Background: an optimization exercise with open tools, aiming at small area, a short achievable clock period and few clock cycles. Do not read the settings as production practice.
Function was checked by simulation only, so behaviour that the tests miss may differ from the original.
Power figures rest on the tool's default switching activity, not on a simulated workload.

==> flow/design.v, too long to show whole: its modules and the start of the top module <==
// module tpb_codec: 817 lines
// module tpb_fmt: 20 lines
// module tpb_opd: 40 lines
// module tpb_legal: 30 lines
// module tpb_dec: 34 lines
// module tpb_resmux: 35 lines
// module tpb_rsp: 47 lines
// module tpb_ctl: 36 lines
// module tpb_pw: 32 lines
module tpb_codec (
    input  wire        clk,
    input  wire        rst,         
    input  wire        cmd_valid,
    output wire        cmd_ready,
    input  wire [31:0] cmd_word,
    input  wire [63:0] cmd_opd,
    input  wire [15:0] cmd_flen,
    input  wire        frm_valid,
    output wire        frm_ready,
    input  wire [7:0]  frm_data,
    output wire        rsp_valid,
    output wire [7:0]  rsp_status,
    output wire [63:0] rsp_res
);
  // ...
==> flow/flow/run.sh <==
#!/bin/bash
# Layout flow: the standard flow (standard.sh, ORFS) with two settings
# that ORFS reads from the environment:
#  - BUFFER_PORTS_ARGS: the port buffers are sky130_fd_sc_hd__buf_2 cells
#    (every input and output port still gets its own buffer);
#  - CTS_ARGS: the clock tree is built as the standard flow builds it, but
#    without dummy load cells.
# The clock period, the SDC and every other step are the standard flow's.
set -euo pipefail
export BUFFER_PORTS_ARGS="-buffer_cell sky130_fd_sc_hd__buf_2"
export CTS_ARGS="-sink_clustering_enable -repair_clock_nets -dont_use_dummy_load -sink_clustering_size 30 -sink_clustering_max_diameter 75 -buf_list sky130_fd_sc_hd__clkbuf_16"
bash standard.sh > standard.log 2>&1
==> flow/standard.sh <==
#!/bin/bash
# synth_recipe.tcl (not shown) runs the flow's synth.tcl, then flattens the netlist and writes it again
# the make line also repeats each setting of config.mk as NAME=value (left out here)
make -C /OpenROAD-flow-scripts/flow DESIGN_CONFIG=/design/flow/config.mk WORK_HOME=/design/flow/orfs CLKGATE_MAP_FILE= SYNTH_SCRIPT=/design/flow/synth_recipe.tcl "${@:-finish}"
==> flow/config.mk <==
export PLATFORM = sky130hd
export DESIGN_NAME = tpb_codec
export DESIGN_NICKNAME = tpb_codec
export VERILOG_FILES = /design/flow/design.v
export SDC_FILE = /design/flow/constraint.sdc
export NUM_CORES = 8
export LEC_CHECK = 0
export ABC_AREA = 1
export CAP_MARGIN = 20
export CORE_MARGIN = 2
export CORE_UTILIZATION = 40
export CTS_BUF_LIST = sky130_fd_sc_hd__clkbuf_16
export CTS_CLUSTER_DIAMETER = 75
export CTS_CLUSTER_SIZE = 30
export SLEW_MARGIN = 20
export SYNTH_HIERARCHICAL = 1
==> flow/constraint.sdc <==
create_clock -name core_clock -period 70.0 [get_ports {clk}]
set_input_delay 14.0000 -clock core_clock [delete_from_list [all_inputs] [get_ports {clk}]]
set_output_delay 14.0000 -clock core_clock [all_outputs]
set_load 0.01 [all_outputs]
==> impl_metrics.yaml, run 1 <==
grt:
  grt_usage_pct: 17.98
  use_met3_pct: 3.163
  grt_pass1_wl_um: 179100
  grt_pass1_vias: 29705
  overflow: 0
  met2_usage_pct: 28.78
cells_and_area:
  drive_gt1_share_pct: 10.31
  syn2layout_area_growth_pct: 8.903
  regMostFlops: "ring"
  area_share_nonclk_buffers_pct: 2.132
  final_cell_mix: "dfxtp_1 (1612), nand2_1 (927), inv_1 (507)"
  top_regs: "ring x1408, p x96, xq x66"
sta:
  final_hold_viol_count: 0
  slew_violations: 0
  fmax_mhz: 65.32
  clock-skew-final_ps: 130.7
  setup_slack_ps: 54690
  slew_headroom_pct: 22.24
clock_network:
  clk_latency_ps: 690
  clkSlewWorstSetupHoldPaths_ps: 100
pwr:
  finalPower_mw: 1.682
  pg_seq_mw: 1.00
  ir_drop_mv: 0.01966
worst_setup_path:
  end_kind: "output port"
  startpoint: "rs_q[3]$_DFF_P_"
  criticalPathCategory: "reg -> out"
  worstRegToRegCells: 55
  reg2reg_from: "p[10][7]$_DFFE_PP_"
  cp-endpoint: "rsp_status[3]"
  cp_max_fo: 5
synthesis:
  yosysWarnings: 13
  synth_cells: 4784
  synth.avg_cell_area_um2: 10.70
route:
  drc_errors: 0
  m1WireLength_um: 53830
  route.vias.total: 30731
floorplan:
  row_count: 131
  well_tap_count: 1662
  core_um2: 127200
  io_pins: 199
placement:
  place_inst: 6552
  io_buffers: 172
  place_area_um2: 53870
status:
  run_status: "finished clean"
worst_hold_path:
  min_to: "ring[17][0]$_DFF_P_"
Testbench counts, summed over its fixed seeds: cycles 41,912.
==> module tpb_codec, before the edit <==
module tpb_codec (
    input  wire        clk,
    input  wire        rst,         
    input  wire        cmd_valid,
    output wire        cmd_ready,
    input  wire [31:0] cmd_word,
    input  wire [63:0] cmd_opd,
    input  wire [15:0] cmd_flen,
    input  wire        frm_valid,
    output wire        frm_ready,
    input  wire [7:0]  frm_data,
    output wire        rsp_valid,
    output wire [7:0]  rsp_status,
    output wire [63:0] rsp_res
);
    localparam [3:0] ST_OK          = 4'h0;
    localparam [3:0] ST_BAD_SYNC    = 4'h1;
    localparam [3:0] ST_BAD_SIZE    = 4'h2;
    localparam [3:0] ST_BAD_PID     = 4'h3;
    localparam [3:0] ST_BAD_ADAPT   = 4'h4;
    localparam [3:0] ST_UNKNOWN_PKT = 4'h5;
    localparam [3:0] ST_BAD_OFFSET  = 4'h6;
    localparam [3:0] ST_ILLEGAL     = 4'hD;
    localparam NR = 11;             
    localparam RL = 16;             
    localparam DIV_K   = 8;
    localparam DIV_PAD = 2;
    localparam DIV_CYC = 8;
    localparam XW      = DIV_PAD + 64;
    reg [7:0]  p [0:11];            
    reg [7:0]  ring [0:NR-1][0:RL-1];
    reg [3:0]  ph;                  
    reg [3:0]  dofs;                
    reg [6:0]  err;                 
    reg        rv_q;
    reg [3:0]  rs_q;
    reg [41:0] rr_q;
    reg        crdy_q;
    reg        frdy_q;
    reg        clr_q;
    reg [3:0]  ccnt;
    reg        in_load;
    reg [7:0]  tk;                  
    reg        fb_v;
    reg [7:0]  fb_d;
    reg        load_ok;
    reg        sp_pend;
    reg [2:0]  a_op;                
    reg [7:0]  a_idx;
    reg [7:0]  a_dat;
    reg        w_pend;
    reg [7:0]  w_idx;
    reg [7:0]  w_dat;
    reg           busy;
    reg           sysrst_q;         
    reg [2:0]     ecnt;
    reg [XW-1:0]  xq;
    reg [6:0]     rem;
    assign cmd_ready  = crdy_q;
    assign frm_ready  = frdy_q;
    assign rsp_valid  = rv_q;
    assign rsp_status = {4'd0, rs_q};
    assign rsp_res    = {22'd0, rr_q};
    wire fire = cmd_valid & crdy_q;
    wire take = frm_valid & frdy_q;
    wire [1:0]  afc     = p[3][5:4];
    wire        has_af  = afc[1];
    wire        has_pl  = afc[0];
    wire [7:0]  af_len  = p[4];
    wire [12:0] pid     = {p[1][4:0], p[2]};
    wire        has_pcr = has_af & p[5][4];
    wire [32:0] base = {p[6], p[7], p[8], p[9], p[10][7]};
    wire [8:0]  ext  = {p[10][0], p[11]};
    wire [41:0] res;
    wire [33:0] at_p, at_g, at_s;
    wire [34:0] at_c;
    assign at_p[0] = base[2] ^ base[0];
    assign at_g[0] = base[2] & base[0];
    assign at_p[1] = base[3] ^ base[1];
    assign at_g[1] = base[3] & base[1];
    assign at_p[2] = base[4] ^ base[2];
    assign at_g[2] = base[4] & base[2];
    assign at_p[3] = base[5] ^ base[3];
    assign at_g[3] = base[5] & base[3];
    assign at_p[4] = base[6] ^ base[4];
    assign at_g[4] = base[6] & base[4];
    assign at_p[5] = base[7] ^ base[5];
    assign at_g[5] = base[7] & base[5];
    assign at_p[6] = base[8] ^ base[6];
    assign at_g[6] = base[8] & base[6];
    assign at_p[7] = base[9] ^ base[7];
    assign at_g[7] = base[9] & base[7];
    assign at_p[8] = base[10] ^ base[8];
    assign at_g[8] = base[10] & base[8];
    assign at_p[9] = base[11] ^ base[9];
    assign at_g[9] = base[11] & base[9];
    assign at_p[10] = base[12] ^ base[10];
    assign at_g[10] = base[12] & base[10];
    assign at_p[11] = base[13] ^ base[11];
    assign at_g[11] = base[13] & base[11];
    assign at_p[12] = base[14] ^ base[12];
    assign at_g[12] = base[14] & base[12];
    assign at_p[13] = base[15] ^ base[13];
    assign at_g[13] = base[15] & base[13];
    assign at_p[14] = base[16] ^ base[14];
    assign at_g[14] = base[16] & base[14];
    assign at_p[15] = base[17] ^ base[15];
    assign at_g[15] = base[17] & base[15];
    assign at_p[16] = base[18] ^ base[16];
    assign at_g[16] = base[18] & base[16];
    assign at_p[17] = base[19] ^ base[17];
    assign at_g[17] = base[19] & base[17];
    assign at_p[18] = base[20] ^ base[18];
    assign at_g[18] = base[20] & base[18];
    assign at_p[19] = base[21] ^ base[19];
    assign at_g[19] = base[21] & base[19];
    assign at_p[20] = base[22] ^ base[20];
    assign at_g[20] = base[22] & base[20];
    assign at_p[21] = base[23] ^ base[21];
    assign at_g[21] = base[23] & base[21];
    assign at_p[22] = base[24] ^ base[22];
    assign at_g[22] = base[24] & base[22];
    assign at_p[23] = base[25] ^ base[23];
    assign at_g[23] = base[25] & base[23];
    assign at_p[24] = base[26] ^ base[24];
    assign at_g[24] = base[26] & base[24];
    assign at_p[25] = base[27] ^ base[25];
    assign at_g[25] = base[27] & base[25];
    assign at_p[26] = base[28] ^ base[26];
    assign at_g[26] = base[28] & base[26];
    assign at_p[27] = base[29] ^ base[27];
    assign at_g[27] = base[29] & base[27];
    assign at_p[28] = base[30] ^ base[28];
    assign at_g[28] = base[30] & base[28];
    assign at_p[29] = base[31] ^ base[29];
    assign at_g[29] = base[31] & base[29];
    assign at_p[30] = base[32] ^ base[30];
    assign at_g[30] = base[32] & base[30];
    assign at_p[31] = 1'b0 ^ base[31];
    assign at_g[31] = 1'b0 & base[31];
    assign at_p[32] = 1'b0 ^ base[32];
    assign at_g[32] = 1'b0 & base[32];
    assign at_p[33] = 1'b0 ^ 1'b0;
    assign at_g[33] = 1'b0 & 1'b0;
    assign at_c[0] = 1'b0;
    assign at_c[1] = at_g[0] | (at_p[0] & at_c[0]);
    assign at_c[2] = at_g[1] | (at_p[1] & at_c[1]);
    assign at_c[3] = at_g[2] | (at_p[2] & at_c[2]);
    assign at_c[4] = at_g[3] | (at_p[3] & at_c[3]);
    assign at_c[5] = at_g[4] | (at_p[4] & at_c[4]);
    assign at_c[6] = at_g[5] | (at_p[5] & at_c[5]);
    assign at_c[7] = at_g[6] | (at_p[6] & at_c[6]);
    assign at_c[8] = at_g[7] | (at_p[7] & at_c[7]);
    assign at_c[9] = at_g[8] | (at_p[8] & at_c[8]);
    assign at_c[10] = at_g[9] | (at_p[9] & at_c[9]);
    assign at_c[11] = at_g[10] | (at_p[10] & at_c[10]);
    assign at_c[12] = at_g[11] | (at_p[11] & at_c[11]);
    assign at_c[13] = at_g[12] | (at_p[12] & at_c[12]);
    assign at_c[14] = at_g[13] | (at_p[13] & at_c[13]);
    assign at_c[15] = at_g[14] | (at_p[14] & at_c[14]);
    assign at_c[16] = at_g[15] | (at_p[15] & at_c[15]);
    assign at_c[17] = at_g[16] | (at_p[16] & at_c[16]);
    assign at_c[18] = at_g[17] | (at_p[17] & at_c[17]);
    assign at_c[19] = at_g[18] | (at_p[18] & at_c[18]);
    assign at_c[20] = at_g[19] | (at_p[19] & at_c[19]);
    assign at_c[21] = (at_g[20]) | (at_c[20] & at_p[20]);
    assign at_c[22] = (at_g[21]) | (at_g[20] & at_p[21]) | (at_c[20] & at_p[20] & at_p[21]);
    assign at_c[23] = (at_g[22]) | (at_g[21] & at_p[22]) | (at_g[20] & at_p[21] & at_p[22]) | (at_c[20] & at_p[20] & at_p[21] & at_p[22]);
    assign at_c[24] = (at_g[23]) | (at_g[22] & at_p[23]) | (at_g[21] & at_p[22] & at_p[23]) | (at_g[20] & at_p[21] & at_p[22] & at_p[23]) | (at_c[20] & at_p[20] & at_p[21] & at_p[22] & at_p[23]);
    assign at_c[25] = (at_g[24]) | (at_c[24] & at_p[24]);
    assign at_c[26] = (at_g[25]) | (at_g[24] & at_p[25]) | (at_c[24] & at_p[24] & at_p[25]);
    assign at_c[27] = (at_g[26]) | (at_g[25] & at_p[26]) | (at_g[24] & at_p[25] & at_p[26]) | (at_c[24] & at_p[24] & at_p[25] & at_p[26]);
    assign at_c[28] = (at_g[27]) | (at_g[26] & at_p[27]) | (at_g[25] & at_p[26] & at_p[27]) | (at_g[24] & at_p[25] & at_p[26] & at_p[27]) | (at_c[24] & at_p[24] & at_p[25] & at_p[26] & at_p[27]);
    assign at_c[29] = (at_g[28]) | (at_c[28] & at_p[28]);
    assign at_c[30] = (at_g[29]) | (at_g[28] & at_p[29]) | (at_c[28] & at_p[28] & at_p[29]);
    assign at_c[31] = (at_g[30]) | (at_g[29] & at_p[30]) | (at_g[28] & at_p[29] & at_p[30]) | (at_c[28] & at_p[28] & at_p[29] & at_p[30]);
    assign at_c[32] = (at_g[31]) | (at_g[30] & at_p[31]) | (at_g[29] & at_p[30] & at_p[31]) | (at_g[28] & at_p[29] & at_p[30] & at_p[31]) | (at_c[28] & at_p[28] & at_p[29] & at_p[30] & at_p[31]);
    assign at_c[33] = (at_g[32]) | (at_c[32] & at_p[32]);
    assign at_c[34] = (at_g[33]) | (at_g[32] & at_p[33]) | (at_c[32] & at_p[32] & at_p[33]);
    assign at_s[0] = at_p[0] ^ at_c[0];
    assign at_s[1] = at_p[1] ^ at_c[1];
    assign at_s[2] = at_p[2] ^ at_c[2];
    assign at_s[3] = at_p[3] ^ at_c[3];
    assign at_s[4] = at_p[4] ^ at_c[4];
    assign at_s[5] = at_p[5] ^ at_c[5];
    assign at_s[6] = at_p[6] ^ at_c[6];
    assign at_s[7] = at_p[7] ^ at_c[7];
    assign at_s[8] = at_p[8] ^ at_c[8];
    assign at_s[9] = at_p[9] ^ at_c[9];
    assign at_s[10] = at_p[10] ^ at_c[10];
    assign at_s[11] = at_p[11] ^ at_c[11];
    assign at_s[12] = at_p[12] ^ at_c[12];
    assign at_s[13] = at_p[13] ^ at_c[13];
    assign at_s[14] = at_p[14] ^ at_c[14];
    assign at_s[15] = at_p[15] ^ at_c[15];
    assign at_s[16] = at_p[16] ^ at_c[16];
    assign at_s[17] = at_p[17] ^ at_c[17];
    assign at_s[18] = at_p[18] ^ at_c[18];
    assign at_s[19] = at_p[19] ^ at_c[19];
    assign at_s[20] = at_p[20] ^ at_c[20];
    assign at_s[21] = at_p[21] ^ at_c[21];
    assign at_s[22] = at_p[22] ^ at_c[22];
    assign at_s[23] = at_p[23] ^ at_c[23];
    assign at_s[24] = at_p[24] ^ at_c[24];
    assign at_s[25] = at_p[25] ^ at_c[25];
    assign at_s[26] = at_p[26] ^ at_c[26];
    assign at_s[27] = at_p[27] ^ at_c[27];
    assign at_s[28] = at_p[28] ^ at_c[28];
    assign at_s[29] = at_p[29] ^ at_c[29];
    assign at_s[30] = at_p[30] ^ at_c[30];
    assign at_s[31] = at_p[31] ^ at_c[31];
    assign at_s[32] = at_p[32] ^ at_c[32];
    assign at_s[33] = at_p[33] ^ at_c[33];
    wire [35:0] t = {at_s[33], at_s[32], at_s[31], at_s[30], at_s[29], at_s[28], at_s[27], at_s[26], at_s[25], at_s[24], at_s[23], at_s[22], at_s[21], at_s[20], at_s[19], at_s[18], at_s[17], at_s[16], at_s[15], at_s[14], at_s[13], at_s[12], at_s[11], at_s[10], at_s[9], at_s[8], at_s[7], at_s[6], at_s[5], at_s[4], at_s[3], at_s[2], at_s[1], at_s[0], base[1], base[0]};
    wire [35:0] aq_p, aq_g, aq_s;
    wire [36:0] aq_c;
    assign aq_p[0] = t[0] ^ ext[6];
    assign aq_g[0] = t[0] & ext[6];
    assign aq_p[1] = t[1] ^ ext[7];
    assign aq_g[1] = t[1] & ext[7];
    assign aq_p[2] = t[2] ^ ext[8];
    assign aq_g[2] = t[2] & ext[8];
    assign aq_p[3] = t[3] ^ 1'b0;
    assign aq_g[3] = t[3] & 1'b0;
    assign aq_p[4] = t[4] ^ 1'b0;
    assign aq_g[4] = t[4] & 1'b0;
    assign aq_p[5] = t[5] ^ 1'b0;
    assign aq_g[5] = t[5] & 1'b0;
    assign aq_p[6] = t[6] ^ 1'b0;
    assign aq_g[6] = t[6] & 1'b0;
    assign aq_p[7] = t[7] ^ 1'b0;
    assign aq_g[7] = t[7] & 1'b0;
    assign aq_p[8] = t[8] ^ 1'b0;
    assign aq_g[8] = t[8] & 1'b0;
    assign aq_p[9] = t[9] ^ 1'b0;
    assign aq_g[9] = t[9] & 1'b0;
    assign aq_p[10] = t[10] ^ 1'b0;
    assign aq_g[10] = t[10] & 1'b0;
    assign aq_p[11] = t[11] ^ 1'b0;
    assign aq_g[11] = t[11] & 1'b0;
    assign aq_p[12] = t[12] ^ 1'b0;
    assign aq_g[12] = t[12] & 1'b0;
    assign aq_p[13] = t[13] ^ 1'b0;
    assign aq_g[13] = t[13] & 1'b0;
    assign aq_p[14] = t[14] ^ 1'b0;
    assign aq_g[14] = t[14] & 1'b0;
    assign aq_p[15] = t[15] ^ 1'b0;
    assign aq_g[15] = t[15] & 1'b0;
    assign aq_p[16] = t[16] ^ 1'b0;
    assign aq_g[16] = t[16] & 1'b0;
    assign aq_p[17] = t[17] ^ 1'b0;
    assign aq_g[17] = t[17] & 1'b0;
    assign aq_p[18] = t[18] ^ 1'b0;
    assign aq_g[18] = t[18] & 1'b0;
    assign aq_p[19] = t[19] ^ 1'b0;
    assign aq_g[19] = t[19] & 1'b0;
    assign aq_p[20] = t[20] ^ 1'b0;
    assign aq_g[20] = t[20] & 1'b0;
    assign aq_p[21] = t[21] ^ 1'b0;
    assign aq_g[21] = t[21] & 1'b0;
    assign aq_p[22] = t[22] ^ 1'b0;
    assign aq_g[22] = t[22] & 1'b0;
    assign aq_p[23] = t[23] ^ 1'b0;
    assign aq_g[23] = t[23] & 1'b0;
    assign aq_p[24] = t[24] ^ 1'b0;
    assign aq_g[24] = t[24] & 1'b0;
    assign aq_p[25] = t[25] ^ 1'b0;
    assign aq_g[25] = t[25] & 1'b0;
    assign aq_p[26] = t[26] ^ 1'b0;
    assign aq_g[26] = t[26] & 1'b0;
    assign aq_p[27] = t[27] ^ 1'b0;
    assign aq_g[27] = t[27] & 1'b0;
    assign aq_p[28] = t[28] ^ 1'b0;
    assign aq_g[28] = t[28] & 1'b0;
    assign aq_p[29] = t[29] ^ 1'b0;
    assign aq_g[29] = t[29] & 1'b0;
    assign aq_p[30] = t[30] ^ 1'b0;
    assign aq_g[30] = t[30] & 1'b0;
    assign aq_p[31] = t[31] ^ 1'b0;
    assign aq_g[31] = t[31] & 1'b0;
    assign aq_p[32] = t[32] ^ 1'b0;
    assign aq_g[32] = t[32] & 1'b0;
    assign aq_p[33] = t[33] ^ 1'b0;
    assign aq_g[33] = t[33] & 1'b0;
    assign aq_p[34] = t[34] ^ 1'b0;
    assign aq_g[34] = t[34] & 1'b0;
    assign aq_p[35] = t[35] ^ 1'b0;
    assign aq_g[35] = t[35] & 1'b0;
    assign aq_c[0] = 1'b0;
    assign aq_c[1] = aq_g[0] | (aq_p[0] & aq_c[0]);
    assign aq_c[2] = aq_g[1] | (aq_p[1] & aq_c[1]);
    assign aq_c[3] = aq_g[2] | (aq_p[2] & aq_c[2]);
    assign aq_c[4] = aq_g[3] | (aq_p[3] & aq_c[3]);
    assign aq_c[5] = aq_g[4] | (aq_p[4] & aq_c[4]);
    assign aq_c[6] = aq_g[5] | (aq_p[5] & aq_c[5]);
    assign aq_c[7] = aq_g[6] | (aq_p[6] & aq_c[6]);
    assign aq_c[8] = aq_g[7] | (aq_p[7] & aq_c[7]);
    assign aq_c[9] = aq_g[8] | (aq_p[8] & aq_c[8]);
    assign aq_c[10] = aq_g[9] | (aq_p[9] & aq_c[9]);
    assign aq_c[11] = aq_g[10] | (aq_p[10] & aq_c[10]);
    assign aq_c[12] = aq_g[11] | (aq_p[11] & aq_c[11]);
    assign aq_c[13] = aq_g[12] | (aq_p[12] & aq_c[12]);
    assign aq_c[14] = aq_g[13] | (aq_p[13] & aq_c[13]);
    assign aq_c[15] = aq_g[14] | (aq_p[14] & aq_c[14]);
    assign aq_c[16] = aq_g[15] | (aq_p[15] & aq_c[15]);
    assign aq_c[17] = aq_g[16] | (aq_p[16] & aq_c[16]);
    assign aq_c[18] = aq_g[17] | (aq_p[17] & aq_c[17]);
    assign aq_c[19] = aq_g[18] | (aq_p[18] & aq_c[18]);
    assign aq_c[20] = aq_g[19] | (aq_p[19] & aq_c[19]);
    assign aq_c[21] = aq_g[20] | (aq_p[20] & aq_c[20]);
    assign aq_c[22] = aq_g[21] | (aq_p[21] & aq_c[21]);
    assign aq_c[23] = aq_g[22] | (aq_p[22] & aq_c[22]);
    assign aq_c[24] = aq_g[23] | (aq_p[23] & aq_c[23]);
    assign aq_c[25] = aq_g[24] | (aq_p[24] & aq_c[24]);
    assign aq_c[26] = aq_g[25] | (aq_p[25] & aq_c[25]);
    assign aq_c[27] = aq_g[26] | (aq_p[26] & aq_c[26]);
    assign aq_c[28] = aq_g[27] | (aq_p[27] & aq_c[27]);
    assign aq_c[29] = aq_g[28] | (aq_p[28] & aq_c[28]);
    assign aq_c[30] = aq_g[29] | (aq_p[29] & aq_c[29]);
    assign aq_c[31] = aq_g[30] | (aq_p[30] & aq_c[30]);
    assign aq_c[32] = aq_g[31] | (aq_p[31] & aq_c[31]);
    assign aq_c[33] = aq_g[32] | (aq_p[32] & aq_c[32]);
    assign aq_c[34] = aq_g[33] | (aq_p[33] & aq_c[33]);
    assign aq_c[35] = aq_g[34] | (aq_p[34] & aq_c[34]);
    assign aq_c[36] = aq_g[35] | (aq_p[35] & aq_c[35]);
    assign aq_s[0] = aq_p[0] ^ aq_c[0];
    assign aq_s[1] = aq_p[1] ^ aq_c[1];
    assign aq_s[2] = aq_p[2] ^ aq_c[2];
    assign aq_s[3] = aq_p[3] ^ aq_c[3];
    assign aq_s[4] = aq_p[4] ^ aq_c[4];
    assign aq_s[5] = aq_p[5] ^ aq_c[5];
    assign aq_s[6] = aq_p[6] ^ aq_c[6];
    assign aq_s[7] = aq_p[7] ^ aq_c[7];
    assign aq_s[8] = aq_p[8] ^ aq_c[8];
    assign aq_s[9] = aq_p[9] ^ aq_c[9];
    assign aq_s[10] = aq_p[10] ^ aq_c[10];
    assign aq_s[11] = aq_p[11] ^ aq_c[11];
    assign aq_s[12] = aq_p[12] ^ aq_c[12];
    assign aq_s[13] = aq_p[13] ^ aq_c[13];
    assign aq_s[14] = aq_p[14] ^ aq_c[14];
    assign aq_s[15] = aq_p[15] ^ aq_c[15];
    assign aq_s[16] = aq_p[16] ^ aq_c[16];
    assign aq_s[17] = aq_p[17] ^ aq_c[17];
    assign aq_s[18] = aq_p[18] ^ aq_c[18];
    assign aq_s[19] = aq_p[19] ^ aq_c[19];
    assign aq_s[20] = aq_p[20] ^ aq_c[20];
    assign aq_s[21] = aq_p[21] ^ aq_c[21];
    assign aq_s[22] = aq_p[22] ^ aq_c[22];
    assign aq_s[23] = aq_p[23] ^ aq_c[23];
    assign aq_s[24] = aq_p[24] ^ aq_c[24];
    assign aq_s[25] = aq_p[25] ^ aq_c[25];
    assign aq_s[26] = aq_p[26] ^ aq_c[26];
    assign aq_s[27] = aq_p[27] ^ aq_c[27];
    assign aq_s[28] = aq_p[28] ^ aq_c[28];
    assign aq_s[29] = aq_p[29] ^ aq_c[29];
    assign aq_s[30] = aq_p[30] ^ aq_c[30];
    assign aq_s[31] = aq_p[31] ^ aq_c[31];
    assign aq_s[32] = aq_p[32] ^ aq_c[32];
    assign aq_s[33] = aq_p[33] ^ aq_c[33];
    assign aq_s[34] = aq_p[34] ^ aq_c[34];
    assign aq_s[35] = aq_p[35] ^ aq_c[35];
    wire [39:0] q = {aq_s[35], aq_s[34], aq_s[33], aq_s[32], aq_s[31], aq_s[30], aq_s[29], aq_s[28], aq_s[27], aq_s[26], aq_s[25], aq_s[24], aq_s[23], aq_s[22], aq_s[21], aq_s[20], aq_s[19], aq_s[18], aq_s[17], aq_s[16], aq_s[15], aq_s[14], aq_s[13], aq_s[12], aq_s[11], aq_s[10], aq_s[9], aq_s[8], aq_s[7], aq_s[6], aq_s[5], aq_s[4], aq_s[3], aq_s[2], aq_s[1], aq_s[0], ext[5], ext[4], ext[3], ext[2]};
    wire [39:0] aw_p, aw_g, aw_s;
    wire [40:0] aw_c;
    assign aw_p[0] = q[0] ^ ~t[0];
    assign aw_g[0] = q[0] & ~t[0];
    assign aw_p[1] = q[1] ^ ~t[1];
    assign aw_g[1] = q[1] & ~t[1];
    assign aw_p[2] = q[2] ^ ~t[2];
    assign aw_g[2] = q[2] & ~t[2];
    assign aw_p[3] = q[3] ^ ~t[3];
    assign aw_g[3] = q[3] & ~t[3];
    assign aw_p[4] = q[4] ^ ~t[4];
    assign aw_g[4] = q[4] & ~t[4];
    assign aw_p[5] = q[5] ^ ~t[5];
    assign aw_g[5] = q[5] & ~t[5];
    assign aw_p[6] = q[6] ^ ~t[6];
    assign aw_g[6] = q[6] & ~t[6];
    assign aw_p[7] = q[7] ^ ~t[7];
    assign aw_g[7] = q[7] & ~t[7];
    assign aw_p[8] = q[8] ^ ~t[8];
    assign aw_g[8] = q[8] & ~t[8];
    assign aw_p[9] = q[9] ^ ~t[9];
    assign aw_g[9] = q[9] & ~t[9];
    assign aw_p[10] = q[10] ^ ~t[10];
    assign aw_g[10] = q[10] & ~t[10];
    assign aw_p[11] = q[11] ^ ~t[11];
    assign aw_g[11] = q[11] & ~t[11];
    assign aw_p[12] = q[12] ^ ~t[12];
    assign aw_g[12] = q[12] & ~t[12];
    assign aw_p[13] = q[13] ^ ~t[13];
    assign aw_g[13] = q[13] & ~t[13];
    assign aw_p[14] = q[14] ^ ~t[14];
    assign aw_g[14] = q[14] & ~t[14];
    assign aw_p[15] = q[15] ^ ~t[15];
    assign aw_g[15] = q[15] & ~t[15];
    assign aw_p[16] = q[16] ^ ~t[16];
    assign aw_g[16] = q[16] & ~t[16];
    assign aw_p[17] = q[17] ^ ~t[17];
    assign aw_g[17] = q[17] & ~t[17];
    assign aw_p[18] = q[18] ^ ~t[18];
    assign aw_g[18] = q[18] & ~t[18];
    assign aw_p[19] = q[19] ^ ~t[19];
    assign aw_g[19] = q[19] & ~t[19];
    assign aw_p[20] = q[20] ^ ~t[20];
    assign aw_g[20] = q[20] & ~t[20];
    assign aw_p[21] = q[21] ^ ~t[21];
    assign aw_g[21] = q[21] & ~t[21];
    assign aw_p[22] = q[22] ^ ~t[22];
    assign aw_g[22] = q[22] & ~t[22];
    assign aw_p[23] = q[23] ^ ~t[23];
    assign aw_g[23] = q[23] & ~t[23];
    assign aw_p[24] = q[24] ^ ~t[24];
    assign aw_g[24] = q[24] & ~t[24];
    assign aw_p[25] = q[25] ^ ~t[25];
    assign aw_g[25] = q[25] & ~t[25];
    assign aw_p[26] = q[26] ^ ~t[26];
    assign aw_g[26] = q[26] & ~t[26];
    assign aw_p[27] = q[27] ^ ~t[27];
    assign aw_g[27] = q[27] & ~t[27];
    assign aw_p[28] = q[28] ^ ~t[28];
    assign aw_g[28] = q[28] & ~t[28];
    assign aw_p[29] = q[29] ^ ~t[29];
    assign aw_g[29] = q[29] & ~t[29];
    assign aw_p[30] = q[30] ^ ~t[30];
    assign aw_g[30] = q[30] & ~t[30];
    assign aw_p[31] = q[31] ^ ~t[31];
    assign aw_g[31] = q[31] & ~t[31];
    assign aw_p[32] = q[32] ^ ~t[32];
    assign aw_g[32] = q[32] & ~t[32];
    assign aw_p[33] = q[33] ^ ~t[33];
    assign aw_g[33] = q[33] & ~t[33];
    assign aw_p[34] = q[34] ^ ~t[34];
    assign aw_g[34] = q[34] & ~t[34];
    assign aw_p[35] = q[35] ^ ~t[35];
    assign aw_g[35] = q[35] & ~t[35];
    assign aw_p[36] = q[36] ^ 1'b1;
    assign aw_g[36] = q[36] & 1'b1;
    assign aw_p[37] = q[37] ^ 1'b1;
    assign aw_g[37] = q[37] & 1'b1;
    assign aw_p[38] = q[38] ^ 1'b1;
    assign aw_g[38] = q[38] & 1'b1;
    assign aw_p[39] = q[39] ^ 1'b1;
    assign aw_g[39] = q[39] & 1'b1;
    assign aw_c[0] = 1'b1;
    assign aw_c[1] = aw_g[0] | (aw_p[0] & aw_c[0]);
    assign aw_c[2] = aw_g[1] | (aw_p[1] & aw_c[1]);
    assign aw_c[3] = aw_g[2] | (aw_p[2] & aw_c[2]);
    assign aw_c[4] = aw_g[3] | (aw_p[3] & aw_c[3]);
    assign aw_c[5] = aw_g[4] | (aw_p[4] & aw_c[4]);
    assign aw_c[6] = aw_g[5] | (aw_p[5] & aw_c[5]);
    assign aw_c[7] = aw_g[6] | (aw_p[6] & aw_c[6]);
    assign aw_c[8] = aw_g[7] | (aw_p[7] & aw_c[7]);
    assign aw_c[9] = aw_g[8] | (aw_p[8] & aw_c[8]);
    assign aw_c[10] = aw_g[9] | (aw_p[9] & aw_c[9]);
    assign aw_c[11] = aw_g[10] | (aw_p[10] & aw_c[10]);
    assign aw_c[12] = aw_g[11] | (aw_p[11] & aw_c[11]);
    assign aw_c[13] = aw_g[12] | (aw_p[12] & aw_c[12]);
    assign aw_c[14] = aw_g[13] | (aw_p[13] & aw_c[13]);
    assign aw_c[15] = aw_g[14] | (aw_p[14] & aw_c[14]);
    assign aw_c[16] = aw_g[15] | (aw_p[15] & aw_c[15]);
    assign aw_c[17] = aw_g[16] | (aw_p[16] & aw_c[16]);
    assign aw_c[18] = aw_g[17] | (aw_p[17] & aw_c[17]);
    assign aw_c[19] = aw_g[18] | (aw_p[18] & aw_c[18]);
    assign aw_c[20] = aw_g[19] | (aw_p[19] & aw_c[19]);
    assign aw_c[21] = aw_g[20] | (aw_p[20] & aw_c[20]);
    assign aw_c[22] = aw_g[21] | (aw_p[21] & aw_c[21]);
    assign aw_c[23] = aw_g[22] | (aw_p[22] & aw_c[22]);
    assign aw_c[24] = aw_g[23] | (aw_p[23] & aw_c[23]);
    assign aw_c[25] = (aw_g[24]) | (aw_c[24] & aw_p[24]);
    assign aw_c[26] = (aw_g[25]) | (aw_g[24] & aw_p[25]) | (aw_c[24] & aw_p[24] & aw_p[25]);
    assign aw_c[27] = (aw_g[26]) | (aw_g[25] & aw_p[26]) | (aw_g[24] & aw_p[25] & aw_p[26]) | (aw_c[24] & aw_p[24] & aw_p[25] & aw_p[26]);
    assign aw_c[28] = (aw_g[27]) | (aw_g[26] & aw_p[27]) | (aw_g[25] & aw_p[26] & aw_p[27]) | (aw_g[24] & aw_p[25] & aw_p[26] & aw_p[27]) | (aw_c[24] & aw_p[24] & aw_p[25] & aw_p[26] & aw_p[27]);
    assign aw_c[29] = (aw_g[28]) | (aw_c[28] & aw_p[28]);
    assign aw_c[30] = (aw_g[29]) | (aw_g[28] & aw_p[29]) | (aw_c[28] & aw_p[28] & aw_p[29]);
    assign aw_c[31] = (aw_g[30]) | (aw_g[29] & aw_p[30]) | (aw_g[28] & aw_p[29] & aw_p[30]) | (aw_c[28] & aw_p[28] & aw_p[29] & aw_p[30]);
    assign aw_c[32] = (aw_g[31]) | (aw_g[30] & aw_p[31]) | (aw_g[29] & aw_p[30] & aw_p[31]) | (aw_g[28] & aw_p[29] & aw_p[30] & aw_p[31]) | (aw_c[28] & aw_p[28] & aw_p[29] & aw_p[30] & aw_p[31]);
    assign aw_c[33] = (aw_g[32]) | (aw_c[32] & aw_p[32]);
    assign aw_c[34] = (aw_g[33]) | (aw_g[32] & aw_p[33]) | (aw_c[32] & aw_p[32] & aw_p[33]);
    assign aw_c[35] = (aw_g[34]) | (aw_g[33] & aw_p[34]) | (aw_g[32] & aw_p[33] & aw_p[34]) | (aw_c[32] & aw_p[32] & aw_p[33] & aw_p[34]);
    assign aw_c[36] = (aw_g[35]) | (aw_g[34] & aw_p[35]) | (aw_g[33] & aw_p[34] & aw_p[35]) | (aw_g[32] & aw_p[33] & aw_p[34] & aw_p[35]) | (aw_c[32] & aw_p[32] & aw_p[33] & aw_p[34] & aw_p[35]);
    assign aw_c[37] = (aw_g[36]) | (aw_c[36] & aw_p[36]);
    assign aw_c[38] = (aw_g[37]) | (aw_g[36] & aw_p[37]) | (aw_c[36] & aw_p[36] & aw_p[37]);
    assign aw_c[39] = (aw_g[38]) | (aw_g[37] & aw_p[38]) | (aw_g[36] & aw_p[37] & aw_p[38]) | (aw_c[36] & aw_p[36] & aw_p[37] & aw_p[38]);
    assign aw_c[40] = (aw_g[39]) | (aw_g[38] & aw_p[39]) | (aw_g[37] & aw_p[38] & aw_p[39]) | (aw_g[36] & aw_p[37] & aw_p[38] & aw_p[39]) | (aw_c[36] & aw_p[36] & aw_p[37] & aw_p[38] & aw_p[39]);
    assign aw_s[0] = aw_p[0] ^ aw_c[0];
    assign aw_s[1] = aw_p[1] ^ aw_c[1];
    assign aw_s[2] = aw_p[2] ^ aw_c[2];
    assign aw_s[3] = aw_p[3] ^ aw_c[3];
    assign aw_s[4] = aw_p[4] ^ aw_c[4];
    assign aw_s[5] = aw_p[5] ^ aw_c[5];
    assign aw_s[6] = aw_p[6] ^ aw_c[6];
    assign aw_s[7] = aw_p[7] ^ aw_c[7];
    assign aw_s[8] = aw_p[8] ^ aw_c[8];
    assign aw_s[9] = aw_p[9] ^ aw_c[9];
    assign aw_s[10] = aw_p[10] ^ aw_c[10];
    assign aw_s[11] = aw_p[11] ^ aw_c[11];
    assign aw_s[12] = aw_p[12] ^ aw_c[12];
    assign aw_s[13] = aw_p[13] ^ aw_c[13];
    assign aw_s[14] = aw_p[14] ^ aw_c[14];
    assign aw_s[15] = aw_p[15] ^ aw_c[15];
    assign aw_s[16] = aw_p[16] ^ aw_c[16];
    assign aw_s[17] = aw_p[17] ^ aw_c[17];
    assign aw_s[18] = aw_p[18] ^ aw_c[18];
    assign aw_s[19] = aw_p[19] ^ aw_c[19];
    assign aw_s[20] = aw_p[20] ^ aw_c[20];
    assign aw_s[21] = aw_p[21] ^ aw_c[21];
    assign aw_s[22] = aw_p[22] ^ aw_c[22];
    assign aw_s[23] = aw_p[23] ^ aw_c[23];
    assign aw_s[24] = aw_p[24] ^ aw_c[24];
    assign aw_s[25] = aw_p[25] ^ aw_c[25];
    assign aw_s[26] = aw_p[26] ^ aw_c[26];
    assign aw_s[27] = aw_p[27] ^ aw_c[27];
    assign aw_s[28] = aw_p[28] ^ aw_c[28];
    assign aw_s[29] = aw_p[29] ^ aw_c[29];
    assign aw_s[30] = aw_p[30] ^ aw_c[30];
    assign aw_s[31] = aw_p[31] ^ aw_c[31];
    assign aw_s[32] = aw_p[32] ^ aw_c[32];
    assign aw_s[33] = aw_p[33] ^ aw_c[33];
    assign aw_s[34] = aw_p[34] ^ aw_c[34];
    assign aw_s[35] = aw_p[35] ^ aw_c[35];
    assign aw_s[36] = aw_p[36] ^ aw_c[36];
    assign aw_s[37] = aw_p[37] ^ aw_c[37];
    assign aw_s[38] = aw_p[38] ^ aw_c[38];
    assign aw_s[39] = aw_p[39] ^ aw_c[39];
    wire [39:0] w = {aw_s[39], aw_s[38], aw_s[37], aw_s[36], aw_s[35], aw_s[34], aw_s[33], aw_s[32], aw_s[31], aw_s[30], aw_s[29], aw_s[28], aw_s[27], aw_s[26], aw_s[25], aw_s[24], aw_s[23], aw_s[22], aw_s[21], aw_s[20], aw_s[19], aw_s[18], aw_s[17], aw_s[16], aw_s[15], aw_s[14], aw_s[13], aw_s[12], aw_s[11], aw_s[10], aw_s[9], aw_s[8], aw_s[7], aw_s[6], aw_s[5], aw_s[4], aw_s[3], aw_s[2], aw_s[1], aw_s[0]};
    assign res = {w, ext[1:0]};
    wire [41:0] pcr_rd = res;
    wire       l_big = (af_len >= 8'd183);
    wire [7:0] l_p5  = af_len + 8'd5;           
    wire [7:0] l_m   = 8'd183 - af_len;         
    wire [7:0] af_win_len = (af_len > 8'd183) ? 8'd183 : af_len;
    wire [8:0] pl_off = has_af ? (l_big ? 9'd188 : {1'b0, l_p5}) : 9'd4;
    wire [8:0] pl_len = has_af ? (l_big ? 9'd0 : {1'b0, l_m}) : 9'd184;
    wire [3:0] st_validate = (p[0] != 8'h47) ? ST_BAD_SYNC :
                             (has_af && af_len > 8'd183) ? ST_BAD_ADAPT : ST_OK;
    wire cls_unk = (p[0] != 8'h47) & (p[0] != 8'h80);
    wire cls_80  = (p[0] == 8'h80);
    wire [6:0] err_new;
    assign err_new[0] = rv_q && rs_q == ST_BAD_SYNC;
    assign err_new[1] = rv_q && rs_q == ST_BAD_SIZE;
    assign err_new[2] = rv_q && rs_q == ST_BAD_PID;
    assign err_new[3] = rv_q && rs_q == ST_BAD_ADAPT;
    assign err_new[4] = rv_q && rs_q == ST_UNKNOWN_PKT;
    assign err_new[5] = rv_q && rs_q == ST_BAD_OFFSET;
    assign err_new[6] = rv_q && rs_q == ST_ILLEGAL;
    wire [6:0]  err_eff  = err | err_new;
    wire [7:0] fidx  = tk - 8'd1;                   
    wire       fb_static = (fidx < 8'd12);
    wire       a_static  = (a_idx < 8'd12);
    wire       sp_rdb    = (a_op == 3'b000);    
    wire       sp_wr     = (a_op == 3'b001);    
    wire       sp_tsc    = (a_op == 3'b100);    
    wire       sp_afc    = (a_op == 3'b101);    
    wire       sp_clrpcr = (a_op == 3'b111);    
    wire       sp_clrerr = (a_op == 3'b110);    
    wire [7:0] raddr = w_pend ? w_idx : (fb_v ? fidx : a_idx);
    wire [7:0] rj    = raddr - 8'd12;
    wire [3:0] rring = rj[7:4];
    wire [3:0] rslot = rj[3:0] + dofs;
    wire       at_wr = (rslot == ph);                
    wire       at_rd = (rslot[2:0] == ph[2:0]);      
    wire ld_w  = fb_v & ((fidx == 8'd0) ? (fb_d == 8'h47) : load_ok);
    wire w_go  = w_pend & at_wr & ~clr_q;
    wire sp_go = sp_pend & ~w_pend & (a_static | (~clr_q & (sp_wr ? at_wr : at_rd)));
    wire [7:0] saddr = fb_v ? fidx : a_idx;
    wire       s_we  = fb_v ? (ld_w & fb_static) : (sp_go & sp_wr & a_static);
    wire [7:0] sbus  = fb_v ? fb_d : a_dat;
    wire       r_we  = w_go | (ld_w & ~fb_static) | (sp_go & sp_wr & ~a_static);
    wire [7:0] rbus  = clr_q ? 8'd0 : (w_pend ? w_dat : (fb_v ? fb_d : a_dat));
    reg [7:0] ring_rd;
    integer ri;
    always @* begin
        ring_rd = 8'd0;
        for (ri = 0; ri < NR; ri = ri + 1)
            if (rring == ri) ring_rd = ring_rd | ((rslot[3] ^ ph[3]) ? ring[ri][8] : ring[ri][0]);
    end
    reg [7:0] static_rd;
    always @* begin
        case (a_idx[3:0])
            4'd0: static_rd = p[0];   4'd1: static_rd = p[1];   4'd2: static_rd = p[2];
            4'd3: static_rd = p[3];   4'd4: static_rd = p[4];   4'd5: static_rd = p[5];
            4'd6: static_rd = p[6];   4'd7: static_rd = p[7];   4'd8: static_rd = p[8];
            4'd9: static_rd = p[9];   4'd10: static_rd = p[10]; default: static_rd = p[11];
        endcase
    end
    wire [7:0] rd_byte   = a_static ? static_rd : ring_rd;
    reg [6:0]       st_r;
    reg [DIV_K-1:0] st_q;
    reg [7:0]       st_t;
    integer si;
    always @* begin
        st_r = rem;
        for (si = 0; si < DIV_K; si = si + 1) begin
            st_t = {st_r, xq[XW-1-si]};
            if (st_t >= 8'd75) begin
                st_r = st_t - 8'd75;
                st_q[DIV_K-1-si] = 1'b1;
            end else begin
                st_r = st_t[6:0];
                st_q[DIV_K-1-si] = 1'b0;
            end
        end
    end
    wire [XW-1:0] xq_next  = {xq[XW-DIV_K-1:0], st_q};
    wire          div_last = busy & (ecnt == DIV_CYC - 1);
    wire [32:0]   base_wr  = xq_next[32:0];
    wire [8:0]    ext_wr   = {st_r, xq_next[XW-1:XW-2]};
    wire clr_first = clr_q & (ccnt == 4'd0);
    wire clr_pcr   = sp_go & sp_clrpcr & p[3][5];
    wire [7:0] s_val = (clr_first | clr_pcr) ? 8'd0 : sbus;
    reg [7:0] pn [0:11];
    integer bi;
    always @* begin
        for (bi = 0; bi < 12; bi = bi + 1) begin
            pn[bi] = p[bi];
            if (clr_first || (s_we && saddr[3:0] == bi) || (clr_pcr && bi >= 6))
                pn[bi] = s_val;
        end
        if (sp_go && sp_tsc) pn[3][7:6] = a_dat[1:0];
        if (sp_go && sp_afc) pn[3][5:4] = a_dat[1:0];
        if (clr_pcr) pn[5][4] = 1'b0;
        if (busy && ecnt == 3'd0) begin
            if (!p[3][5]) pn[3][5:4] = 2'b11;
            if (p[4] < 8'd7) pn[4] = 8'd7;
            pn[5][4] = 1'b1;
        end
        if (div_last) begin
            pn[6]  = base_wr[32:25];
            pn[7]  = base_wr[24:17];
            pn[8]  = base_wr[16:9];
            pn[9]  = base_wr[8:1];
            pn[10] = {base_wr[0], 6'b111111, ext_wr[8]};
            pn[11] = ext_wr[7:0];
        end
    end
    wire [95:0] p_cur  = {p[11], p[10], p[9], p[8], p[7], p[6], p[5], p[4], p[3], p[2], p[1], p[0]};
    wire [95:0] p_slow = {pn[11], pn[10], pn[9], pn[8], pn[7], pn[6], pn[5], pn[4], pn[3], pn[2], pn[1], pn[0]};
    wire [95:0] p_d;
    wire        o_rv_d;
    wire [3:0]  o_rs_d;
    wire [41:0] o_rr_d;
    wire        L_load, L_slow, L_pcr, L_sysrst;
    wire [9:0]  fm;
    wire [34:0] o;
    wire [22:0] dl;
    tpb_fmt u_fmt (.cmd_word(cmd_word), .cmd_flen(cmd_flen), .fm(fm));
    tpb_opd u_opd (.op(cmd_word[7:0]), .o(o));
    wire        ill;
    tpb_legal u_legal (.cmd_word(cmd_word), .ill(ill));
    tpb_dec u_dec (.o(o), .fm(fm), .ill(ill), .dl(dl));
    assign L_load   = dl[1];
    assign L_slow   = dl[4];
    assign L_pcr    = dl[12];
    assign L_sysrst = dl[15];
    wire [41:0] res_m;
    tpb_resmux u_res (
        .op          (cmd_word[7:0]),
        .p_cur       (p_cur),
        .cls_80      (cls_80),
        .af_win_len  (af_win_len),
        .pl_len      (pl_len[7:0]),
        .pl_off      (pl_off[7:0]),
        .pcr_rd      (pcr_rd),
        .err_eff     (err_eff),
        .m           (res_m)
    );
    tpb_rsp u_rsp (
        .fire        (fire),
        .ill         (ill),
        .dl          (dl),
        .idx_imm     (cmd_word[31:8]),
        .m           (res_m),
        .st_validate (st_validate),
        .cls_unk     (cls_unk),
        .in_load     (in_load),
        .load_done   (in_load & take & (tk == 8'd187)),
        .load_ok     (load_ok),
        .sp_pend     (sp_pend),
        .sp_go       (sp_go),
        .sp_rdb      (sp_rdb),
        .sp_clrerr   (sp_clrerr),
        .err_eff     (err_eff),
        .w_pend      (w_pend),
        .rd_byte     (rd_byte),
        .rv_d        (o_rv_d),
        .rs_d        (o_rs_d),
        .rr_d        (o_rr_d)
    );
    wire [19:0] pw_d;
    tpb_pw u_pw (
        .fire        (fire),
        .cmd_word    (cmd_word),
        .p_slow      (p_slow[27:8]),
        .p_d         (pw_d)
    );
    assign p_d = {p_slow[95:28], pw_d, p_slow[7:0]};
    integer rr, pp;
    always @(posedge clk) begin
        for (rr = 0; rr < NR; rr = rr + 1) begin
            for (pp = 0; pp < RL - 1; pp = pp + 1)
                ring[rr][pp] <= ring[rr][pp + 1];
            if (clr_q || (r_we && rring == rr))
                ring[rr][RL-1] <= rbus;
            else
                ring[rr][RL-1] <= ring[rr][0];
        end
        for (bi = 0; bi < 12; bi = bi + 1)
            p[bi] <= p_d[8*bi +: 8];
        ph <= ph + 4'd1;
        busy <= busy_d;
        if (busy) begin
            xq  <= xq_next;
            rem <= st_r;
            ecnt <= ecnt + 3'd1;
        end else begin
            xq  <= {{DIV_PAD{1'b0}}, cmd_opd};
            rem <= 7'd0;
            ecnt <= 3'd0;
        end
        sp_pend <= sp_pend_d;
        if (!sp_pend) begin
            a_idx <= cmd_word[15:8];
            a_dat <= cmd_word[23:16];
            a_op  <= {cmd_word[5], cmd_word[4], cmd_word[2]};
        end
        w_pend <= w_pend_d;
        if (fb_v && fidx == 8'd0 && fb_d == 8'h47) w_pend <= 1'b0;
        if (!w_pend) begin
            w_idx <= cmd_word[15:8];
            w_dat <= cmd_word[23:16];
        end
        fb_d <= frm_data;
        fb_v <= take & in_load;
        if (take & in_load) tk <= tk1;
        in_load <= in_load_d;
        if (fb_v && fidx == 8'd0) load_ok <= (fb_d == 8'h47);
        if (!in_load) tk <= 8'd0;
        if (ld_w && fidx == 8'd12) dofs <= ph;           
        sysrst_q <= sysrst_d;
        if (clr_q) begin
            ccnt <= ccnt + 4'd1;
            if (ccnt == 4'd15) clr_q <= 1'b0;
        end
        if (sysrst_q) begin
            clr_q  <= 1'b1;
            ccnt   <= 4'd0;
            w_pend <= 1'b0;
        end
        if (sysrst_q || (sp_go && sp_clrerr))
            err <= 7'd0;
        else
            err <= err_eff;
        rv_q <= o_rv_d;
        rs_q <= o_rs_d;
        rr_q <= o_rr_d;
        crdy_q <= crdy_d;
        frdy_q <= frdy_d;
        if (rst) begin
            ph      <= 4'd0;
            dofs    <= 4'd0;
            err     <= 7'd0;
            rv_q    <= 1'b0;
            crdy_q  <= 1'b0;
            frdy_q  <= 1'b0;
            clr_q   <= 1'b1;
            ccnt    <= 4'd0;
            w_pend  <= 1'b0;
            in_load <= 1'b0;
            tk      <= 8'd0;
            fb_v    <= 1'b0;
            load_ok <= 1'b0;
            sp_pend <= 1'b0;
            busy    <= 1'b0;
            sysrst_q <= 1'b0;
        end
    end
    wire [7:0] tk1    = tk + 8'd1;
    wire       ok_n   = (fb_v && fidx == 8'd0) ? (fb_d == 8'h47) : load_ok;
    wire [3:0] dofs_n = (ld_w && fidx == 8'd12) ? ph : dofs;
    wire [3:0] al     = ph + 4'd14 - dofs_n;
    wire       r_free = ~clr_q & ~w_pend;       
    wire fr_b = in_load & (tk < 8'd188) &
                ((tk < 8'd12) | ~ok_n |
                 (r_free & ((tk == 8'd12) | (tk[3:0] == al))));
    wire fr_a = in_load & (tk < 8'd187) &
                ((tk < 8'd11) | ~ok_n |
                 (r_free & ((tk == 8'd11) | (tk == 8'd12) | (tk[3:0] + 4'd1 == al))));
    wire busy_d, sp_pend_d, w_pend_d, in_load_d, sysrst_d, crdy_d, frdy_d;
    tpb_ctl u_ctl (
        .fire       (fire),
        .take       (take),
        .L_load     (dl[1]),
        .L_slow     (dl[4]),
        .L_pcr      (dl[12]),
        .L_sysrst   (dl[15]),
        .L_wrbring  (dl[22]),
        .busy       (busy),
        .div_last   (div_last),
        .sp_pend    (sp_pend),
        .sp_go      (sp_go),
        .w_pend     (w_pend),
        .w_go       (w_go),
        .in_load    (in_load),
        .tk_last    (tk == 8'd187),
        .fr_a       (fr_a),
        .fr_b       (fr_b),
        .sysrst_q   (sysrst_q),
        .busy_d     (busy_d),
        .sp_pend_d  (sp_pend_d),
        .w_pend_d   (w_pend_d),
        .in_load_d  (in_load_d),
        .sysrst_d   (sysrst_d),
        .crdy_d     (crdy_d),
        .frdy_d     (frdy_d)
    );
endmodule
==> inputs of run 2 (changes only) <==
--- a/flow/design.v
+++ b/flow/design.v
@@ -51,8 +51,8 @@
     reg        w_pend;
     reg [7:0]  w_idx;
     reg [7:0]  w_dat;
-    reg           busy;
     reg           sysrst_q;         
+    reg           busy;
     reg [2:0]     ecnt;
     reg [XW-1:0]  xq;
     reg [6:0]     rem;
--- a/flow/config.mk
+++ b/flow/config.mk
@@ -12,5 +12,6 @@
 export CTS_BUF_LIST = sky130_fd_sc_hd__clkbuf_16
 export CTS_CLUSTER_DIAMETER = 75
 export CTS_CLUSTER_SIZE = 30
+export PLACE_DENSITY = 0.9
 export SLEW_MARGIN = 20
 export SYNTH_HIERARCHICAL = 1
==> run 2 against run 1 <==
Compared with the run above: still clean on timing, DRC and antenna; count of clock-buffer cells in the layout down 1; non-clock buffer count down 9; maximum frequency up 0.34%; clock skew down 44 ps; utilization down 0.097 points; critical path type unchanged.
==> impl_metrics.yaml, run 2 <==
status:
  run_status: "finished clean"
flow_run:
  maxCapViolations: 0
clock_network:
  cts_buffer_depth: 3
  ctsHoldBuffers: 0
  cts_buffers: 72
  post_cts_resized: 0
  h-tree-depth: 3
  cts_setup_buffers: 0
  cts.sinks: 1707
  clk_latency_ps: 660
  clkSlewWorstSetupHoldPaths_ps: 100
  clockRootBuffer: "clkbuf_16"
  cts_tree: "built"
synthesis:
  synth_cells: 4784
  synth_area_um2: 51180
  yosysWarnings: 13
  synth.avg_cell_area_um2: 10.70
floorplan:
  start_util_pct: 40.24
  dieHeight_um: 361.7
  die_x_um: 361.7
  core_um2: 127200
  io_pins: 199
  dieArea_um2: 130800
  row_count: 131
cells_and_area:
  top_regs: "ring x1408, p x96, xq x66"
  final_common_cell: "dfxtp_1"
  num-nets-final: 5229
  final_cell_mix: "dfxtp_1 (1612), nand2_1 (928), inv_1 (507)"
  drive_gt1_share_pct: 10.07
  largest_register_ffs: 1408
  regMostFlops: "ring"
  syn2layout_area_growth_pct: 8.661
pwr:
  power_density_nw_per_um2: 30.26
  p_leak_nw: 23.99
  ir_drop_mv: 0.02464
worst_hold_path:
  hp-start: "ring[22][7]$_DFF_P_"
  min_to: "ring[21][7]$_DFF_P_"
  min_path_cells: 0
  min-delay-path-class: "reg -> reg"
worst_setup_path:
  end_kind: "output port"
  criticalPathCategory: "reg -> out"
  worstRegToRegCells: 56
  slowest_delay_ps: 470
  reg2reg_from: "p[10][7]$_DFFE_PP_"
  start_kind: "flip-flop"
  crit_slowest_cell: "dfxtp_1"
  critPathRequiredTime_ps: 56000
  cp_max_fo: 1
  path_delay_family: "flip-flops"
  worstPathCellList: "buf_2"
  critPathBufInv: 1
  worst_ep_arrival_time_ps: 1260
  rrSetupSlack_ps: 56500
  r2r-end: "rr_q[41]$_DFF_P_"
sta:
  rsz0062_at_grt: "no"
  period_share_pct: 21.80
  period_minus_slack_ps: 15260
  setup_violations: 0
  clock-skew-final_ps: 87.19
  final_hold_viol_count: 0
  fmax_mhz: 65.55
  hold_slack_ps: 278.2
  slew_headroom_pct: 16.21
  tightest_slew_ps: 1225
  slew_violations: 0
  finalSetupTns_ps: 0
grt:
  overflow: 0
  grt_pass1_wl_um: 187200
  grt_max_degree: 77
  grt_usage_pct: 18.56
  grt_pass1_vias: 32158
  antenna_found_initial: 2
route:
  route.vias.total: 32244
  routedWlPerCell_um: 18.90
  wl_um: 125100
  drtIter0Drc: 2794
  via_per_inst: 4.873
  ant_nets: 0
  drtPass1Iterations: 6
  drc_errors: 0
placement:
  io_buffers: 172
  hpwl_um: 88520
  routabilityCongestion: 0.9758
run 2: cell type report:
type	instances	area, um^2
multi-input cells	2438	13510
clock buffers	72	1802
well taps	1662	2079
diodes	1	2.502
fillers	11268	71580
flip-flops and latches	1707	35110
inverters	532	1998
repair buffers	205	1114
run 2: stage by stage:
stage	std cells	setup WS, ps	cell area [um^2]	utilization, %	power [mW]
finish	6617	54740	55620	43.73	1.683
global route	6616	54520	55610	43.72	1.745
CTS	6615	54700	55600	43.71	1.684
detailed placement	6543	54130	53790	42.29	1.232
global placement	6543	54280	53790	42.29	1.230
floorplan	4809	54840	51280	-	1.161
run 2: how the worst max path moves through the flow:
stage	startpoint	end	slack, ps	cells after the start
global route	cmd_word[5]	rr_q[2]$_DFF_P_	54520	11
finish	rr_q[0]$_DFF_P_	rsp_res[0]	54740	1
global placement	cmd_word[30]	rv_q$_SDFF_PP0_	54280	15
detailed placement	cmd_word[5]	rr_q[2]$_DFF_P_	54130	11
CTS	rr_q[0]$_DFF_P_	rsp_res[0]	54700	1
floorplan	cmd_word[30]	rv_q$_SDFF_PP0_	54840	14
run 2: layer usage:
layer	GRT usage, %	vias up	share of wire, %
li1	-	15322	-
met1	22.85	15350	41
met2	32.11	1259	48
met4	8.137	0	5.0
met5	0	-	0
met3	2.956	313	6.5
run 2: power by group:
group,internal [mW],total (mW),switching (mW)
clock,0.186,0.466,0.280
combinational,0.0734,0.211,0.138
sequential,0.993,1.01,0.0123
total,1.25,1.68,0.430
Testbench counts of run 2, summed over its fixed seeds: cycles 41,912.
==> inputs of run 3 (changes only) <==
--- a/flow/design.v
+++ b/flow/design.v
@@ -51,8 +51,8 @@
     reg        w_pend;
     reg [7:0]  w_idx;
     reg [7:0]  w_dat;
-    reg           sysrst_q;         
     reg           busy;
+    reg           sysrst_q;         
     reg [2:0]     ecnt;
     reg [XW-1:0]  xq;
     reg [6:0]     rem;
--- a/flow/config.mk
+++ b/flow/config.mk
@@ -12,6 +12,6 @@
 export CTS_BUF_LIST = sky130_fd_sc_hd__clkbuf_16
 export CTS_CLUSTER_DIAMETER = 75
 export CTS_CLUSTER_SIZE = 30
-export PLACE_DENSITY = 0.9
+export PLACE_DENSITY = 0.8
 export SLEW_MARGIN = 20
 export SYNTH_HIERARCHICAL = 1
==> run 3 against run 2 <==
Compared with the run above: final area about the same; first-iteration DRC count decreased by 8.4%; setup slack lost 44 ps; sequential share of layout area about the same; sequential cell count is the same; non-clock buffer count fell by 4; synthesized area unchanged; critical path depth unchanged; global-route usage decreased by 0.65 points; register-to-register slack improved by 300 ps; wire length decreased by 4.5%; critical path type unchanged.
==> impl_metrics.yaml, run 3 <==
worst_setup_path:
  rrSetupSlack_ps: 56800
  slowest_delay_ps: 480
  crit_slowest_cell: "dfxtp_1"
  worstPathCellList: "buf_2"
  criticalPathCategory: "reg -> out"
  cp-endpoint: "rsp_res[13]"
  worst_ep_arrival_time_ps: 1300
  worstRegToRegCells: 55
  critPathBufInv: 1
  r2r-end: "rr_q[41]$_DFF_P_"
  reg2reg_from: "p[10][7]$_DFFE_PP_"
  worst-path-stages: 1
  path_delay_family: "flip-flops"
  start_kind: "flip-flop"
  cp_max_fo: 1
  end_kind: "output port"
  startpoint: "rr_q[13]$_DFF_P_"
  critPathRequiredTime_ps: 56000
clock_network:
  cts_tree: "built"
  cts.sinks: 1707
  cts_setup_buffers: 0
  clockRootBuffer: "clkbuf_16"
  h-tree-depth: 3
  post_cts_resized: 0
  ctsHoldBuffers: 0
  cts_buffers: 73
  cts_buffer_depth: 3
  clk_latency_ps: 690
  clkSlewWorstSetupHoldPaths_ps: 100
grt:
  grt_usage_pct: 17.91
  grt_pass1_wl_um: 180100
  use_met1_pct: 23.30
  top_usage_layer: "met2"
  grt_max_degree: 76
  antenna_found_initial: 7
  met2_usage_pct: 29.64
  grt_pass1_vias: 30909
  use_met3_pct: 3.400
  overflow: 0
placement:
  hpwl_um: 86110
  place_inst: 6539
  io_buffers: 172
  routabilityCongestion: 0.9582
pwr:
  power_density_nw_per_um2: 30.19
  p_leak_nw: 23.99
  ir_drop_mv: 0.02009
  finalPower_mw: 1.679
floorplan:
  dieHeight_um: 361.7
  core_um2: 127200
  start_util_pct: 40.24
  die_x_um: 361.7
  row_count: 131
  dieArea_um2: 130800
  io_pins: 199
sta:
  final_hold_viol_count: 0
  clock-skew-final_ps: 91.87
  fmax_mhz: 65.36
  rsz0062_at_grt: "no"
  finalSetupTns_ps: 0
  tightest_slew_ps: 1291
  slew_headroom_pct: 13.92
  period_share_pct: 21.86
  period_minus_slack_ps: 15300
  slew_violations: 0
  hold_slack_ps: 276.6
  setup_violations: 0
flow_run:
  maxCapViolations: 0
cells_and_area:
  nFillCells: 11615
  final_common_cell: "dfxtp_1"
  ff_latch_area_um2: 35110
  top_regs: "ring x1408, p x96, xq x66"
  multi_input_area_um2: 13500
  final_cell_mix: "dfxtp_1 (1612), nand2_1 (928), inv_1 (507)"
  regMostFlops: "ring"
  num-nets-final: 5226
  syn2layout_area_growth_pct: 8.673
  final-instance-count-excl-fill: 6616
  largest_register_ffs: 1408
  drive_gt1_share_pct: 10.04
route:
  wl_um: 119500
  drtPass1Iterations: 6
  ant_nets: 0
  via_per_inst: 4.771
  routedWlPerCell_um: 18.06
  drc_errors: 0
  route.vias.total: 31567
  drtIter0Drc: 2560
synthesis:
  synth.avg_cell_area_um2: 10.70
  yosysWarnings: 13
  synth_cells: 4784
  synth_area_um2: 51180
status:
  run_status: "finished clean"
worst_hold_path:
  min-delay-path-class: "reg -> reg"
-- run 3: worst reg2reg max path, delay by kind of cell, from the launching register on --
kind | cells | cell delay, ps
fa+ha+maj | 26 | 9350
compound gates | 6 | 1230
simple gates | 11 | 1040
buf+inv | 10 | 670
flops | 1 | 470
xor+xnor | 2 | 380
-- run 3: report_power, final --
group | switching (mW) | internal [mW]
sequential | 0.0128 | 0.993
clock | 0.275 | 0.188
combinational | 0.136 | 0.0732
total | 0.425 | 1.25
-- run 3: layer usage --
metal	vias to the layer above	wire, um	share of wire, %
met5	-	24	0.020
met4	4	4703	3.9
met3	272	7936	6.6
met2	1035	55040	46
met1	14932	51780	43
li1	15324	-	-
-- run 3: worst min path at each step --
stage                                     from                    to  slack [ps]  depth (start not counted)
final                       ring[3][6]$_DFF_P_    ring[2][6]$_DFF_P_         280                          0
after global placement    ring[106][4]$_DFF_P_  ring[105][4]$_DFF_P_         310                          0
after floorplan             ring[1][0]$_DFF_P_    ring[0][0]$_DFF_P_         310                          0
after detailed placement  ring[102][2]$_DFF_P_  ring[101][2]$_DFF_P_         310                          0
after CTS                   ring[3][6]$_DFF_P_    ring[2][6]$_DFF_P_         280                          0
after global routing        ring[9][6]$_DFF_P_    ring[8][6]$_DFF_P_         280                          0
-- run 3: layout make-up --
type | instances | area share [%]
inverters | 532 | 3.592
repair buffers | 201 | 1.962
diodes | 3 | 0.01350
multi-input cells | 2438 | 24.28
flip-flops and latches | 1707 | 63.13
well taps | 1662 | 3.739
clock buffers | 73 | 3.284
-- run 3: through the flow --
step / util, % / worst slack [ps] / instance area [um^2]
finish: 43.73 / 54700 / 55620
global route: 43.73 / 54650 / 55620
CTS: 43.71 / 54680 / 55590
detailed placement: 42.27 / 54230 / 53770
global placement: 42.27 / 54260 / 53760
floorplan: - / 54840 / 51280
Testbench counts of run 3, summed over its fixed seeds: cycles 41,912.
==> inputs of run 4 (changes only) <==
--- a/flow/design.v
+++ b/flow/design.v
@@ -51,8 +51,8 @@
     reg        w_pend;
     reg [7:0]  w_idx;
     reg [7:0]  w_dat;
-    reg           busy;
     reg           sysrst_q;         
+    reg           busy;
     reg [2:0]     ecnt;
     reg [XW-1:0]  xq;
     reg [6:0]     rem;
==> run 4 against run 3 <==
Compared with the run above: combinational power hardly changed; largest power group unchanged; highest routed layer is now met4; register-to-register slack worse by 250 ps; cell count stayed put; non-clock buffer count is 1 higher; count of clock-buffer cells in the layout stayed put; synthesized area stayed put; total power is 0.24% lower; largest cell class unchanged; clock power hardly changed; wire length is 0.95% lower; critical endpoint is now rsp_status[3].
==> impl_metrics.yaml, run 4 <==
worst_setup_path:
  critPathRequiredTime_ps: 56000
  end_kind: "output port"
  start_kind: "flip-flop"
  cp_max_fo: 5
  worstPathCellList: "buf_2"
  crit_slowest_cell: "dfxtp_1"
  criticalPathCategory: "reg -> out"
  critPathBufInv: 1
  worst_ep_arrival_time_ps: 1280
  path_delay_family: "flip-flops"
  slowest_delay_ps: 460
route:
  drtIter0Drc: 2564
  route.vias.total: 31486
  drc_errors: 0
  ant_nets: 0
  wl_um: 118400
  via_per_inst: 4.759
  routedWlPerCell_um: 17.89
  drtPass1Iterations: 6
floorplan:
  core_um2: 127200
  start_util_pct: 40.24
  row_count: 131
  io_pins: 199
  die_x_um: 361.7
  dieHeight_um: 361.7
  dieArea_um2: 130800
synthesis:
  synth_cells: 4784
  synth.avg_cell_area_um2: 10.70
  synth_area_um2: 51180
  yosysWarnings: 13
cells_and_area:
  num-nets-final: 5227
  nFillCells: 11527
  ff_latch_area_um2: 35110
  multi_input_area_um2: 13500
  final_common_cell: "dfxtp_1"
  final_cell_mix: "dfxtp_1 (1612), nand2_1 (928), inv_1 (507)"
  regMostFlops: "ring"
  final-instance-count-excl-fill: 6616
  syn2layout_area_growth_pct: 8.661
  top_regs: "ring x1408, p x96, xq x66"
  largest_register_ffs: 1408
  drive_gt1_share_pct: 10.10
  fin_util_pct: 43.73
clock_network:
  cts_setup_buffers: 0
  h-tree-depth: 3
  clockRootBuffer: "clkbuf_16"
  ctsHoldBuffers: 0
  cts_buffers: 73
  cts_buffer_depth: 3
  cts_tree: "built"
  clk_latency_ps: 680
  post_cts_resized: 0
  clkSlewWorstSetupHoldPaths_ps: 110
  cts.sinks: 1707
pwr:
  p_leak_nw: 23.99
  ir_drop_mv: 0.01758
  power_density_nw_per_um2: 30.12
sta:
  hold_slack_ps: 275.0
  slew_headroom_pct: 26.68
  rsz0062_at_grt: "no"
  period_minus_slack_ps: 15280
  final_hold_viol_count: 0
  period_share_pct: 21.83
  tightest_slew_ps: 1072
  finalSetupTns_ps: 0
  clock-skew-final_ps: 87.94
  setup_violations: 0
  slew_violations: 0
  fmax_mhz: 65.43
  setup_slack_ps: 54720
placement:
  place_inst: 6541
  dp_slack_ps: 54210
  hpwl_um: 85170
  io_buffers: 172
  routabilityCongestion: 0.9792
worst_hold_path:
  min-delay-path-class: "reg -> reg"
grt:
  antenna_found_initial: 3
  grt_pass1_vias: 31076
  grt_max_degree: 77
  grt_usage_pct: 17.74
  grt_pass1_wl_um: 179200
  overflow: 0
flow_run:
  maxCapViolations: 0
status:
  run_status: "finished clean"
run 4: per-stage QoR:
step | power, mW | instance area, um^2
after global placement | 1.229 | 53770
after global routing | 1.744 | 55610
after CTS | 1.682 | 55600
after detailed placement | 1.231 | 53770
final | 1.675 | 55620
after floorplan | 1.161 | 51280
run 4: worst paths after layout:
check / start / to / slack [ps] / cells after the start
setup / recovery: rs_q[3]$_DFF_P_ / rsp_status[3] / 54720 / 1
hold / removal: ring[141][2]$_DFF_P_ / ring[140][2]$_DFF_P_ / 280 / 0
setup reg to reg: p[10][7]$_DFFE_PP_ / rr_q[41]$_DFF_P_ / 56550 / 55
hold reg to reg: ring[141][2]$_DFF_P_ / ring[140][2]$_DFF_P_ / 280 / 0
run 4: layout make-up:
cell class                 instances  area share, %
sequential                      1707          63.14
tap                             1662          3.739
clock buffer                      73          3.285
multi-input combinational       2438          24.28
antenna                            2       0.008999
timing repair buffer             202          1.953
inverter                         532          3.595
run 4: layer usage:
metal	track usage (%)	vias to the layer above	wire [um]
li1	-	15326	-
met1	23.01	14853	51510
met2	29.13	1039	53920
met3	3.050	268	7126
met4	7.729	0	5795
met5	0	-	0
run 4: where the power goes:
part	internal [mW]	total [mW]	switching [mW]
combinational	0.0738	0.207	0.133
sequential	0.993	1.01	0.0127
clock	0.188	0.463	0.274
total	1.26	1.68	0.420
Testbench counts of run 4, summed over its fixed seeds: cycles 41,912.

-- static timing again, ports no longer ideal --
How much do the figures lean on ideal ports? The routed layouts below were timed once more, with nothing changed but the port constraints.
Step 1 assumes that a clkbuf_16 drives the clock port and a buf_2 every other input.
Step 2, shift: input delay + t, output delay - t, t = (earliest + latest rising clock arrival at the registers) / 2. This alone moves slack from input paths to output paths.
a / b / c = no drivers / after step 1 / after step 2; a / b = the first two.
run	t, ns	setup slack, ns	worst setup path at the end	pins driven straight from the clock port
run 1	0.695	54.691 / 54.624 / 54.014	input to register	1
run 2	0.682	54.743 / 54.682 / 54.109	input to register	1
run 3	0.703	54.699 / 54.641 / 54.144	input to register	1
run 4	0.695	54.718 / 54.656 / 54.158	input to register	1
After both steps setup and hold are still met in every run listed. For run 1, which loses most, drivers alone change the setup slack by -0.067 ns; drivers and shift together by -0.677 ns.
